From an optimization exercise on the open Yosys and OpenROAD flow, aimed at small area, a short achievable clock period and few clock cycles; shortcuts taken in it are not production practice.
The RTL was checked by simulation tests, not by an equivalence proof against the original design.
No activity file was given, so power comes from the tool's default toggle rates.

==> run.sh <==
#!/bin/bash
# synth_recipe.tcl (not shown) runs the flow's synth.tcl, then flattens the netlist and writes it again
# the make line also repeats each setting of config.mk as NAME=value (left out here)
make -C /OpenROAD-flow-scripts/flow DESIGN_CONFIG=/design/flow/config.mk WORK_HOME=/design/flow/orfs CLKGATE_MAP_FILE= SYNTH_SCRIPT=/design/flow/synth_recipe.tcl finish
==> config.mk <==
export PLATFORM = sky130hd
export DESIGN_NAME = strv2_vlc_enc
export DESIGN_NICKNAME = strv2_vlc_enc
export VERILOG_FILES = /design/flow/design.v
export SDC_FILE = /design/flow/constraint.sdc
export NUM_CORES = 4
export LEC_CHECK = 0
export CAP_MARGIN = 20
export CORE_MARGIN = 2
export CORE_UTILIZATION = 40
export PLACE_DENSITY = 0.6
export SLEW_MARGIN = 20
==> constraint.sdc <==
create_clock -name core_clock -period 10.0 [get_ports {clk}]
set_input_delay 2.0000 -clock core_clock [delete_from_list [all_inputs] [get_ports {clk}]]
set_output_delay 2.0000 -clock core_clock [all_outputs]
set_load 0.01 [all_outputs]
==> design.v <==
module strv2_ac_lookup (
    input  wire [5:0]  run,
    input  wire [9:0]  mag,       
    output reg         hit,
    output reg  [15:0] prefix,    
    output reg  [4:0]  plen       
);
    always @(*) begin
        hit = 1'b1; prefix = 16'd0; plen = 5'd0;
        case ({run, mag})
            {6'd0, 10'd1}: begin prefix = 16'b0000000000000011; plen = 5'd2; end
            {6'd1, 10'd1}: begin prefix = 16'b0000000000000011; plen = 5'd3; end
            {6'd0, 10'd2}: begin prefix = 16'b0000000000000100; plen = 5'd4; end
            {6'd2, 10'd1}: begin prefix = 16'b0000000000000101; plen = 5'd4; end
            {6'd0, 10'd3}: begin prefix = 16'b0000000000000101; plen = 5'd5; end
            {6'd4, 10'd1}: begin prefix = 16'b0000000000000110; plen = 5'd5; end
            {6'd3, 10'd1}: begin prefix = 16'b0000000000000111; plen = 5'd5; end
            {6'd7, 10'd1}: begin prefix = 16'b0000000000000100; plen = 5'd6; end
            {6'd6, 10'd1}: begin prefix = 16'b0000000000000101; plen = 5'd6; end
            {6'd1, 10'd2}: begin prefix = 16'b0000000000000110; plen = 5'd6; end
            {6'd5, 10'd1}: begin prefix = 16'b0000000000000111; plen = 5'd6; end
            {6'd2, 10'd2}: begin prefix = 16'b0000000000000100; plen = 5'd7; end
            {6'd9, 10'd1}: begin prefix = 16'b0000000000000101; plen = 5'd7; end
            {6'd0, 10'd4}: begin prefix = 16'b0000000000000110; plen = 5'd7; end
            {6'd8, 10'd1}: begin prefix = 16'b0000000000000111; plen = 5'd7; end
            {6'd13, 10'd1}: begin prefix = 16'b0000000000100000; plen = 5'd8; end
            {6'd0, 10'd6}: begin prefix = 16'b0000000000100001; plen = 5'd8; end
            {6'd12, 10'd1}: begin prefix = 16'b0000000000100010; plen = 5'd8; end
            {6'd11, 10'd1}: begin prefix = 16'b0000000000100011; plen = 5'd8; end
            {6'd3, 10'd2}: begin prefix = 16'b0000000000100100; plen = 5'd8; end
            {6'd1, 10'd3}: begin prefix = 16'b0000000000100101; plen = 5'd8; end
            {6'd0, 10'd5}: begin prefix = 16'b0000000000100110; plen = 5'd8; end
            {6'd10, 10'd1}: begin prefix = 16'b0000000000100111; plen = 5'd8; end
            {6'd16, 10'd1}: begin prefix = 16'b0000000000001000; plen = 5'd10; end
            {6'd5, 10'd2}: begin prefix = 16'b0000000000001001; plen = 5'd10; end
            {6'd0, 10'd7}: begin prefix = 16'b0000000000001010; plen = 5'd10; end
            {6'd2, 10'd3}: begin prefix = 16'b0000000000001011; plen = 5'd10; end
            {6'd1, 10'd4}: begin prefix = 16'b0000000000001100; plen = 5'd10; end
            {6'd15, 10'd1}: begin prefix = 16'b0000000000001101; plen = 5'd10; end
            {6'd14, 10'd1}: begin prefix = 16'b0000000000001110; plen = 5'd10; end
            {6'd4, 10'd2}: begin prefix = 16'b0000000000001111; plen = 5'd10; end
            {6'd0, 10'd11}: begin prefix = 16'b0000000000010000; plen = 5'd12; end
            {6'd8, 10'd2}: begin prefix = 16'b0000000000010001; plen = 5'd12; end
            {6'd4, 10'd3}: begin prefix = 16'b0000000000010010; plen = 5'd12; end
            {6'd0, 10'd10}: begin prefix = 16'b0000000000010011; plen = 5'd12; end
            {6'd2, 10'd4}: begin prefix = 16'b0000000000010100; plen = 5'd12; end
            {6'd7, 10'd2}: begin prefix = 16'b0000000000010101; plen = 5'd12; end
            {6'd21, 10'd1}: begin prefix = 16'b0000000000010110; plen = 5'd12; end
            {6'd20, 10'd1}: begin prefix = 16'b0000000000010111; plen = 5'd12; end
            {6'd0, 10'd9}: begin prefix = 16'b0000000000011000; plen = 5'd12; end
            {6'd19, 10'd1}: begin prefix = 16'b0000000000011001; plen = 5'd12; end
            {6'd18, 10'd1}: begin prefix = 16'b0000000000011010; plen = 5'd12; end
            {6'd1, 10'd5}: begin prefix = 16'b0000000000011011; plen = 5'd12; end
            {6'd3, 10'd3}: begin prefix = 16'b0000000000011100; plen = 5'd12; end
            {6'd0, 10'd8}: begin prefix = 16'b0000000000011101; plen = 5'd12; end
            {6'd6, 10'd2}: begin prefix = 16'b0000000000011110; plen = 5'd12; end
            {6'd17, 10'd1}: begin prefix = 16'b0000000000011111; plen = 5'd12; end
            {6'd10, 10'd2}: begin prefix = 16'b0000000000010000; plen = 5'd13; end
            {6'd9, 10'd2}: begin prefix = 16'b0000000000010001; plen = 5'd13; end
            {6'd5, 10'd3}: begin prefix = 16'b0000000000010010; plen = 5'd13; end
            {6'd3, 10'd4}: begin prefix = 16'b0000000000010011; plen = 5'd13; end
            {6'd2, 10'd5}: begin prefix = 16'b0000000000010100; plen = 5'd13; end
            {6'd1, 10'd7}: begin prefix = 16'b0000000000010101; plen = 5'd13; end
            {6'd1, 10'd6}: begin prefix = 16'b0000000000010110; plen = 5'd13; end
            {6'd0, 10'd15}: begin prefix = 16'b0000000000010111; plen = 5'd13; end
            {6'd0, 10'd14}: begin prefix = 16'b0000000000011000; plen = 5'd13; end
            {6'd0, 10'd13}: begin prefix = 16'b0000000000011001; plen = 5'd13; end
            {6'd0, 10'd12}: begin prefix = 16'b0000000000011010; plen = 5'd13; end
            {6'd26, 10'd1}: begin prefix = 16'b0000000000011011; plen = 5'd13; end
            {6'd25, 10'd1}: begin prefix = 16'b0000000000011100; plen = 5'd13; end
            {6'd24, 10'd1}: begin prefix = 16'b0000000000011101; plen = 5'd13; end
            {6'd23, 10'd1}: begin prefix = 16'b0000000000011110; plen = 5'd13; end
            {6'd22, 10'd1}: begin prefix = 16'b0000000000011111; plen = 5'd13; end
            {6'd0, 10'd31}: begin prefix = 16'b0000000000010000; plen = 5'd14; end
            {6'd0, 10'd30}: begin prefix = 16'b0000000000010001; plen = 5'd14; end
            {6'd0, 10'd29}: begin prefix = 16'b0000000000010010; plen = 5'd14; end
            {6'd0, 10'd28}: begin prefix = 16'b0000000000010011; plen = 5'd14; end
            {6'd0, 10'd27}: begin prefix = 16'b0000000000010100; plen = 5'd14; end
            {6'd0, 10'd26}: begin prefix = 16'b0000000000010101; plen = 5'd14; end
            {6'd0, 10'd25}: begin prefix = 16'b0000000000010110; plen = 5'd14; end
            {6'd0, 10'd24}: begin prefix = 16'b0000000000010111; plen = 5'd14; end
            {6'd0, 10'd23}: begin prefix = 16'b0000000000011000; plen = 5'd14; end
            {6'd0, 10'd22}: begin prefix = 16'b0000000000011001; plen = 5'd14; end
            {6'd0, 10'd21}: begin prefix = 16'b0000000000011010; plen = 5'd14; end
            {6'd0, 10'd20}: begin prefix = 16'b0000000000011011; plen = 5'd14; end
            {6'd0, 10'd19}: begin prefix = 16'b0000000000011100; plen = 5'd14; end
            {6'd0, 10'd18}: begin prefix = 16'b0000000000011101; plen = 5'd14; end
            {6'd0, 10'd17}: begin prefix = 16'b0000000000011110; plen = 5'd14; end
            {6'd0, 10'd16}: begin prefix = 16'b0000000000011111; plen = 5'd14; end
            {6'd0, 10'd40}: begin prefix = 16'b0000000000010000; plen = 5'd15; end
            {6'd0, 10'd39}: begin prefix = 16'b0000000000010001; plen = 5'd15; end
            {6'd0, 10'd38}: begin prefix = 16'b0000000000010010; plen = 5'd15; end
            {6'd0, 10'd37}: begin prefix = 16'b0000000000010011; plen = 5'd15; end
            {6'd0, 10'd36}: begin prefix = 16'b0000000000010100; plen = 5'd15; end
            {6'd0, 10'd35}: begin prefix = 16'b0000000000010101; plen = 5'd15; end
            {6'd0, 10'd34}: begin prefix = 16'b0000000000010110; plen = 5'd15; end
            {6'd0, 10'd33}: begin prefix = 16'b0000000000010111; plen = 5'd15; end
            {6'd0, 10'd32}: begin prefix = 16'b0000000000011000; plen = 5'd15; end
            {6'd1, 10'd14}: begin prefix = 16'b0000000000011001; plen = 5'd15; end
            {6'd1, 10'd13}: begin prefix = 16'b0000000000011010; plen = 5'd15; end
            {6'd1, 10'd12}: begin prefix = 16'b0000000000011011; plen = 5'd15; end
            {6'd1, 10'd11}: begin prefix = 16'b0000000000011100; plen = 5'd15; end
            {6'd1, 10'd10}: begin prefix = 16'b0000000000011101; plen = 5'd15; end
            {6'd1, 10'd9}: begin prefix = 16'b0000000000011110; plen = 5'd15; end
            {6'd1, 10'd8}: begin prefix = 16'b0000000000011111; plen = 5'd15; end
            {6'd1, 10'd18}: begin prefix = 16'b0000000000010000; plen = 5'd16; end
            {6'd1, 10'd17}: begin prefix = 16'b0000000000010001; plen = 5'd16; end
            {6'd1, 10'd16}: begin prefix = 16'b0000000000010010; plen = 5'd16; end
            {6'd1, 10'd15}: begin prefix = 16'b0000000000010011; plen = 5'd16; end
            {6'd6, 10'd3}: begin prefix = 16'b0000000000010100; plen = 5'd16; end
            {6'd16, 10'd2}: begin prefix = 16'b0000000000010101; plen = 5'd16; end
            {6'd15, 10'd2}: begin prefix = 16'b0000000000010110; plen = 5'd16; end
            {6'd14, 10'd2}: begin prefix = 16'b0000000000010111; plen = 5'd16; end
            {6'd13, 10'd2}: begin prefix = 16'b0000000000011000; plen = 5'd16; end
            {6'd12, 10'd2}: begin prefix = 16'b0000000000011001; plen = 5'd16; end
            {6'd11, 10'd2}: begin prefix = 16'b0000000000011010; plen = 5'd16; end
            {6'd31, 10'd1}: begin prefix = 16'b0000000000011011; plen = 5'd16; end
            {6'd30, 10'd1}: begin prefix = 16'b0000000000011100; plen = 5'd16; end
            {6'd29, 10'd1}: begin prefix = 16'b0000000000011101; plen = 5'd16; end
            {6'd28, 10'd1}: begin prefix = 16'b0000000000011110; plen = 5'd16; end
            {6'd27, 10'd1}: begin prefix = 16'b0000000000011111; plen = 5'd16; end
            default: hit = 1'b0;
        endcase
    end
endmodule
module strv2_vlc_enc (
    input  wire        clk,
    input  wire        rst,             
    input  wire        start,
    input  wire [15:0] cfg_mbtotal,     
    input  wire        in_valid,
    output wire        in_ready,
    input  wire [15:0] in_data,
    output reg         out_valid,
    input  wire        out_ready,
    output reg  [15:0] out_data,
    output wire        done,            
    output wire        fault,           
    output reg  [1:0]  err_code,        
    output reg  [31:0] code_count,      
    output wire [15:0] hdr_count,       
    output reg  [5:0]  qscale           
);
    localparam [15:0] EOD_WORD = 16'hFE00;
    localparam [10:0] TRAILER  = 11'b01111111110;
    localparam [2:0] S_IDLE        = 3'd0,
                     S_BLOCK_START = 3'd1,
                     S_IN_BLOCK    = 3'd2,
                     S_TRAILER     = 3'd3,
                     S_PAD         = 3'd4,
                     S_FRAME_DONE  = 3'd5,
                     S_FAULT       = 3'd6;
    reg  [2:0]  state;
    reg  [15:0] mbtotal;
    reg  [15:0] mb;
    reg  [2:0]  blk;
    reg         qvalid;
    reg  [39:0] bitbuf;
    reg  [5:0]  bitcnt;
    wire idle      = (state == S_IDLE) || (state == S_FRAME_DONE) || (state == S_FAULT);
    wire accepting = (state == S_BLOCK_START) || (state == S_IN_BLOCK);
    assign in_ready = accepting && (bitcnt <= 6'd18);
    assign done     = (state == S_FRAME_DONE) && (bitcnt == 6'd0) && !out_valid;
    assign fault    = (state == S_FAULT) && (bitcnt < 6'd16) && !out_valid;
    wire [31:0] half_count = (code_count >> 1) + {31'd0, code_count[0]};
    wire [31:0] hdr_full  = (half_count + 32'd31) & ~32'd31;
    assign hdr_count = hdr_full[15:0];
    wire [5:0] in_run   = in_data[15:10];
    wire [9:0] in_level = in_data[9:0];
    wire       in_neg   = in_level[9];
    wire [9:0] in_mag   = in_neg ? (10'd0 - in_level) : in_level;
    wire        lk_hit;
    wire [15:0] lk_prefix;
    wire [4:0]  lk_plen;
    strv2_ac_lookup u_lookup (
        .run    (in_run),
        .mag    (in_mag),
        .hit    (lk_hit),
        .prefix (lk_prefix),
        .plen   (lk_plen)
    );
    wire last_blk = (blk == 3'd5) && (mb + 16'd1 == mbtotal);
    wire        out_take = (bitcnt >= 6'd16) && (!out_valid || out_ready);
    wire [39:0] buf_sent = out_take ? {bitbuf[23:0], 16'd0} : bitbuf;
    wire [5:0]  cnt_sent = out_take ? (bitcnt - 6'd16) : bitcnt;
    wire        in_fire = in_valid && in_ready;
    reg  [21:0] app_bits;      
    reg  [4:0]  app_len;
    reg         app;
    reg         err_incompat;
    reg         err_prog;
    reg  [2:0]  next_state;
    always @(*) begin
        app_bits     = 22'd0;
        app_len      = 5'd0;
        app          = 1'b0;
        err_incompat = 1'b0;
        err_prog     = 1'b0;
        next_state   = state;
        case (state)
            S_BLOCK_START: begin
                if (in_fire) begin
                    if (in_data == EOD_WORD) begin
                        err_prog   = 1'b1;
                        next_state = S_FAULT;
                    end else if (in_run == 6'd0 || (qvalid && in_run != qscale)) begin
                        err_incompat = 1'b1;
                        next_state   = S_FAULT;
                    end else begin
                        app        = 1'b1;
                        app_bits   = {12'd0, in_level};
                        app_len    = 5'd10;
                        next_state = S_IN_BLOCK;
                    end
                end
            end
            S_IN_BLOCK: begin
                if (in_fire) begin
                    app = 1'b1;
                    if (in_data == EOD_WORD) begin
                        app_bits   = 22'b10;
                        app_len    = 5'd2;
                        next_state = last_blk ? S_TRAILER : S_BLOCK_START;
                    end else if (lk_hit) begin
                        app_bits   = {5'd0, lk_prefix, in_neg};
                        app_len    = lk_plen + 5'd1;
                    end else begin
                        app_bits   = {6'b000001, in_data};
                        app_len    = 5'd22;
                    end
                end
            end
            S_TRAILER: begin
                if (hdr_full > 32'd32767) begin
                    err_incompat = 1'b1;
                    next_state   = S_FAULT;
                end else if (bitcnt <= 6'd29) begin
                    app        = 1'b1;
                    app_bits   = {11'd0, TRAILER};
                    app_len    = 5'd11;
                    next_state = S_PAD;
                end
            end
            S_PAD: begin
                next_state = S_FRAME_DONE;
            end
            default: ;
        endcase
    end
    wire [39:0] app_left = {app_bits, 18'd0} << (5'd22 - app_len);
    wire [39:0] buf_next = app ? (buf_sent | (app_left >> cnt_sent)) : buf_sent;
    wire [5:0]  cnt_next = app ? (cnt_sent + {1'b0, app_len}) : cnt_sent;
    wire [5:0]  cnt_pad  = (cnt_sent + 6'd15) & 6'b110000;
    always @(posedge clk) begin
        if (rst) begin
            state     <= S_IDLE;
            out_valid <= 1'b0;
            bitcnt    <= 6'd0;
            err_code  <= 2'd0;
        end else begin
            if (out_valid && out_ready)
                out_valid <= 1'b0;
            if (out_take) begin
                out_valid <= 1'b1;
                out_data  <= bitbuf[39:24];
            end
            if (idle && start) begin
                if (cfg_mbtotal == 16'd0) begin
                    state    <= S_FAULT;
                    err_code <= 2'd2;
                end else begin
                    state    <= S_BLOCK_START;
                    err_code <= 2'd0;
                end
                mbtotal    <= cfg_mbtotal;
                mb         <= 16'd0;
                blk        <= 3'd0;
                qvalid     <= 1'b0;
                qscale     <= 6'd0;
                code_count <= 32'd0;
                bitbuf     <= 40'd0;
                bitcnt     <= 6'd0;
            end else begin
                state  <= next_state;
                bitbuf <= buf_next;
                bitcnt <= (state == S_PAD) ? cnt_pad : cnt_next;
                if (err_incompat)
                    err_code <= 2'd1;
                if (err_prog)
                    err_code <= 2'd2;
                if (app && (state == S_BLOCK_START || state == S_IN_BLOCK))
                    code_count <= code_count + 32'd1;
                if (app && state == S_BLOCK_START) begin
                    qvalid <= 1'b1;
                    qscale <= in_run;
                end
                if (app && state == S_IN_BLOCK && in_data == EOD_WORD) begin
                    if (blk == 3'd5) begin
                        blk <= 3'd0;
                        mb  <= mb + 16'd1;
                    end else begin
                        blk <= blk + 3'd1;
                    end
                end
            end
        end
    end
endmodule
==> out/results.txt <==
Data on the critical path is required at its endpoint by 10,140 ps. For this run the aggregate overflow at the end of global routing stands at 0. The logs give 14,150 for the via count of the first global-routing pass and 0.009325 mm2 for the multi-input logic area. Uppermost signal routing layer after detailed routing: met4. Summing every instance area after synthesis gives 0.01409 mm2. The first routing iteration left 1,765 violations. Across the routed clock network, the largest skew measured is 13.06 ps.

For the overall die area, the log shows 0.03674 mm2. Number of inserted diodes: 0. Clock tree synthesis selected as its root buffer the cell clkbuf_16.

Cells with a size suffix above 1 make up 9.542% of the layout. Once the floorplan was initialized, standard cells occupied 40.69% of the core. The number of clock sinks seen by CTS is 142, and the clock network fraction of total power is 21.6%.

In the synthesized netlist the dominant register cell turns out to be edfxtp_1. Clock-pin slew was measured on the worst setup and hold paths at 60 ps. The global routing usage summed across all routing layers is 30.50%. The worst setup path is captured at a flop.

Using the TritonRoute via totals, the vias-per-cell ratio works out to 6.645. For the number of buffers added by the clock tree synthesis step, the log shows 17. Setup repair after global routing left no endpoint under its margin. Summed over all nets, wire length on met3 after detailed routing comes to 5.236 mm.

Initial antenna violation count: 0. The floorplan step set the die height to 191.7 um. Setup slack on the critical path of the routed design comes to 480.4 ps. The footprint of the flip-flops and latches came out at 0.004144 mm2. Measured against its own limit, the worst slew margin works out to 28.21%. The number of buffer cells added on primary ports is 107, and the fraction of power consumed by sequential logic is 32.4%. The average routed wire per standard cell is 24.79 um, and the post-detailed-route DRC marker count is 0.

Along the worst path, the maximum fanout reaches 14. For this design the ratio of total power to cell area is 196.5 mW/mm2. The cell depth of the worst flop-to-flop path came out at 21. The arrival time of data at the critical path endpoint is 9660 ps, and the design internal power is 0.001896 W. The portion of total power attributed to combinational logic came out at 45.9%. The proportion of register bits with asynchronous set or reset after synthesis is 0%, and the leakage power total is 5.432 nW. The clock period minus final worst setup slack is 9520 ps, and the count of maximum capacitance violations is 0. Detailed placement finished with a half-perimeter wire length of 42.40 mm.

The floorplan step set the die width to 191.7 um. For this block, wires on met1 add up to 24.77 mm. IR analysis of the VDD net gives a maximum drop of 0.1342 mV.

Class of the worst hold path: flop to flop. The global-route wire length before repair is 86.56 mm, and the mean instance size in the synthesized netlist is 8.051 um2. The layout has 3,461 filler cells.

Sequential cells were found to cover 29.41% of the synthesized design area. The area growth from synthesis to layout is 16.50%. After floorplanning, the core was divided into 68 placement rows.

The number of pins exceeding their max-slew limit in the final report was 0; the clock latency on the worst-skew pair was 430 ps. Overall via count from detail_route: 15,210. For the maximum achievable frequency, the log shows 105.0 MHz. The worst setup path is of the input port to flop kind. The final layout contains routed wiring with a total length of 56.76 mm. Along the worst hold path, the cell count comes to 0. The final net count was 1,876; the actual transition at the worst max-transition pin was 1074 ps. Yosys printed 2 warnings. Setup violations remaining at the end of the flow were counted as 0.

The number of flops mapped to enable cells by yosys works out to 130. TritonCTS built the clock tree. Reported net switching power: 0.001328 W. Net switching is 41.20% of the power.

Count of pins on the block boundary: 113. OpenSTA, run right after detailed placement, puts the worst setup slack at 257.7 ps. The tools report the number of optimization iterations in the first detailed-route pass as 6. STA classifies the critical path startpoint as an input port. The synthesized flop and latch total works out to 142. The flow ran to the end and the layout has no timing, DRC or antenna violations.

The number of hold violations in the final report is 0, and the clock tree buffer depth is 2. The final critical path takes up 95.20% of the cycle. The number of different library cells in the post-synthesis netlist came out at 114.

Summed over all nets, wire length on met2 after detailed routing comes to 24.69 mm. The logs give 4 for the count of H-tree levels built during CTS and 59 for the pin count of the biggest net entering global routing. In the synthesized netlist, the number of instances is 1,750. Summed over all failing endpoints, the final setup total negative slack is 0 ps.

In this run the remaining antenna-violating nets after routing total 0. After floorplanning, the core was sized to cover 0.03463 mm2. At the end of routability-driven placement, the weighted congestion stood at 1.016.
## through the flow
| stage | instances | utilization, % | instance area, um2 | power [W] | hold slack, ps |
|---|---|---|---|---|---|
| after floorplan | 1754 | - | 14100 | 0.001978 | 425.7 |
| after global placement | 2257 | 45.52 | 15760 | 0.002500 | 434.5 |
| after detailed placement | 2257 | 45.53 | 15770 | 0.002513 | 440.6 |
| after CTS | 2289 | 47.38 | 16410 | 0.003218 | 460.7 |
| after global routing | 2289 | 47.40 | 16410 | 0.003416 | 472.2 |
| final | 2289 | 47.40 | 16410 | 0.003224 | 461.3 |
## power by group through the flow
stage | combinational, W | sequential [W] | clock (W)
after floorplan | 0.000977 | 0.00100 | 0
after global placement | 0.00145 | 0.00105 | 0
after detailed placement | 0.00146 | 0.00105 | 0
after CTS | 0.00147 | 0.00104 | 0.000704
after global routing | 0.00162 | 0.00107 | 0.000731
final | 0.00148 | 0.00105 | 0.000698
## worst paths after layout
check	start	end	slack (ps)
hold reg to reg	bitbuf[25]	out_data[1]	460
setup / recovery	in_data[0]	bitbuf[28]	480
hold / removal	bitbuf[25]	out_data[1]	460
setup reg to reg	code_count[0]	bitbuf[28]	2660
## flip-flops by register name, indices dropped and copies added, names as in the netlist, 3 cells and up, named ones only
signal      count
out_data       16
bitbuf         40
state           3
qscale          6
blk             3
mb             16
code_count     32
mbtotal        16
## cells in the mapped netlist (all sizes together), types with 13 or more instances
library cell / number / share of area [%]
o21a: 13 / 0.69
clkbuf: 88 / 2.3
a211o: 13 / 0.81
inv: 33 / 0.88
and2: 25 / 1.1
o211ai: 28 / 1.5
o22ai: 25 / 1.1
nand2b: 13 / 0.58
nor2b: 18 / 0.80
buf: 39 / 1.5
a32oi: 19 / 1.2
o21ai: 86 / 3.1
a21o: 14 / 0.75
nand3: 83 / 3.0
a31oi: 39 / 1.8
and3: 24 / 1.1
a22oi: 22 / 1.2
nand4: 44 / 2.0
a21oi: 89 / 3.2
nand2: 170 / 4.6
ha: 17 / 1.5
nor3: 60 / 2.4
xor2: 38 / 2.4
or3: 22 / 1.0
edfxtp: 130 / 28
o2111ai: 17 / 1.1
xnor2: 41 / 2.5
o31ai: 14 / 0.75
mux2i: 26 / 1.9
nor2: 205 / 5.5
a211oi: 33 / 2.0
nor4: 27 / 1.3
## cells by family (layout without fill, tap and decap cells)
kind of cell | Yosys count | count (layout) | synth area share (%)
buffers and inverters | 164 | 244 | 4.867
muxes | 40 | 40 | 3.535
xor gates and xnor gates | 79 | 79 | 4.911
and+or+nand+nor | 754 | 754 | 27.13
DFF | 142 | 142 | 29.41
other | 1 | 5 | 0.02662
adders and majority gates | 18 | 18 | 1.652
AOI/OAI and AO/OA | 552 | 552 | 28.46
## worst max-delay path, stage by stage
cell and delay, ps:
clkdlybuf4s50_1 430, clkinv_1 180, ha_1 440, or3b_1 430, a32oi_1 200, o21ai_0 190, a32oi_1 450, o41ai_1 160
buf_4 170, o31ai_1 550, o21ai_0 270, ha_1 330, o21ai_0 230, nand3_1 230, ha_1 540, inv_1 290
a2111oi_0 440, a311oi_1 120, mux2i_1 390, a21oi_1 140, nor3_1 530, o31ai_1 120, o211ai_1 110, a21boi_0 540
o32ai_1 170
## repair_timing
| item | 4_1_cts | 5_1_grt |
|---|---|---|
| gates resized for setup | 0 | 1 |
| hold buffers | 0 | 0 |
| endpoints found under the setup margin | 0 | 1 |
| buffers inserted | 0 | 0 |
## routing by layer
metal,vias up,global-route usage (%)
li1,6929,-
met1,7320,43.24
met2,834,45.57
met3,128,5.829
met4,0,11.86
met5,-,0
## layout make-up
type                       count  share of cell area [%]
timing repair buffer         175                   9.712
clock buffer                  22                   2.767
multi-input combinational   1448                   56.82
inverter                      37                  0.8462
tap                          455                   3.469
clock inverter                10                   1.143
sequential                   142                   25.25
## cell usage in the layout (no fill, tap or decap), types with 27 or more instances in the layout
master           Yosys  final
o211ai_1            28     28
nor3_1              54     54
clkdlybuf4s50_1      0    107
a31oi_1             38     38
nand4_1             43     43
a211oi_1            27     27
nor2_1             202    201
nand2_1            167    167
edfxtp_1           130    130
xor2_1              38     38
xnor2_1             41     41
inv_1               32     32
buf_4                6     67
nand3_1             82     82
o21ai_0             78     78
a21oi_1             88     87
Testbench counts, summed over its fixed seeds: cycles 17,190.

## static timing again, ports no longer ideal
The flow's constraints put no driver on any port. The routed layout listed below was extracted and timed again, unchanged, in two steps. Step 1 sets driving cells, clkbuf_16 on the clock port and buf_2 on the other inputs (assumed; they add their load-dependent delay and slew). Step 2 adds t to the input delays and takes it off the output delays; t is the mean of the earliest and latest rising clock arrival at the registers after step 1. Input paths then give back, and output paths get back, about the clock's delay inside the block. Three values: ideal, step 1, step 2; two values: the first two.
shift t [ns]: 0.465
setup slack, ns: 0.480 / 0.504 / 0.039
hold slack, ns: 0.461 / 0.461 / 0.461
worst setup path at the end: input to register
worst register clock-pin slew, ns: 0.06 / 0.06
After both steps this run still meets setup and hold. The setup slack of this run moves by +0.024 ns with the drivers and by -0.441 ns with both steps.
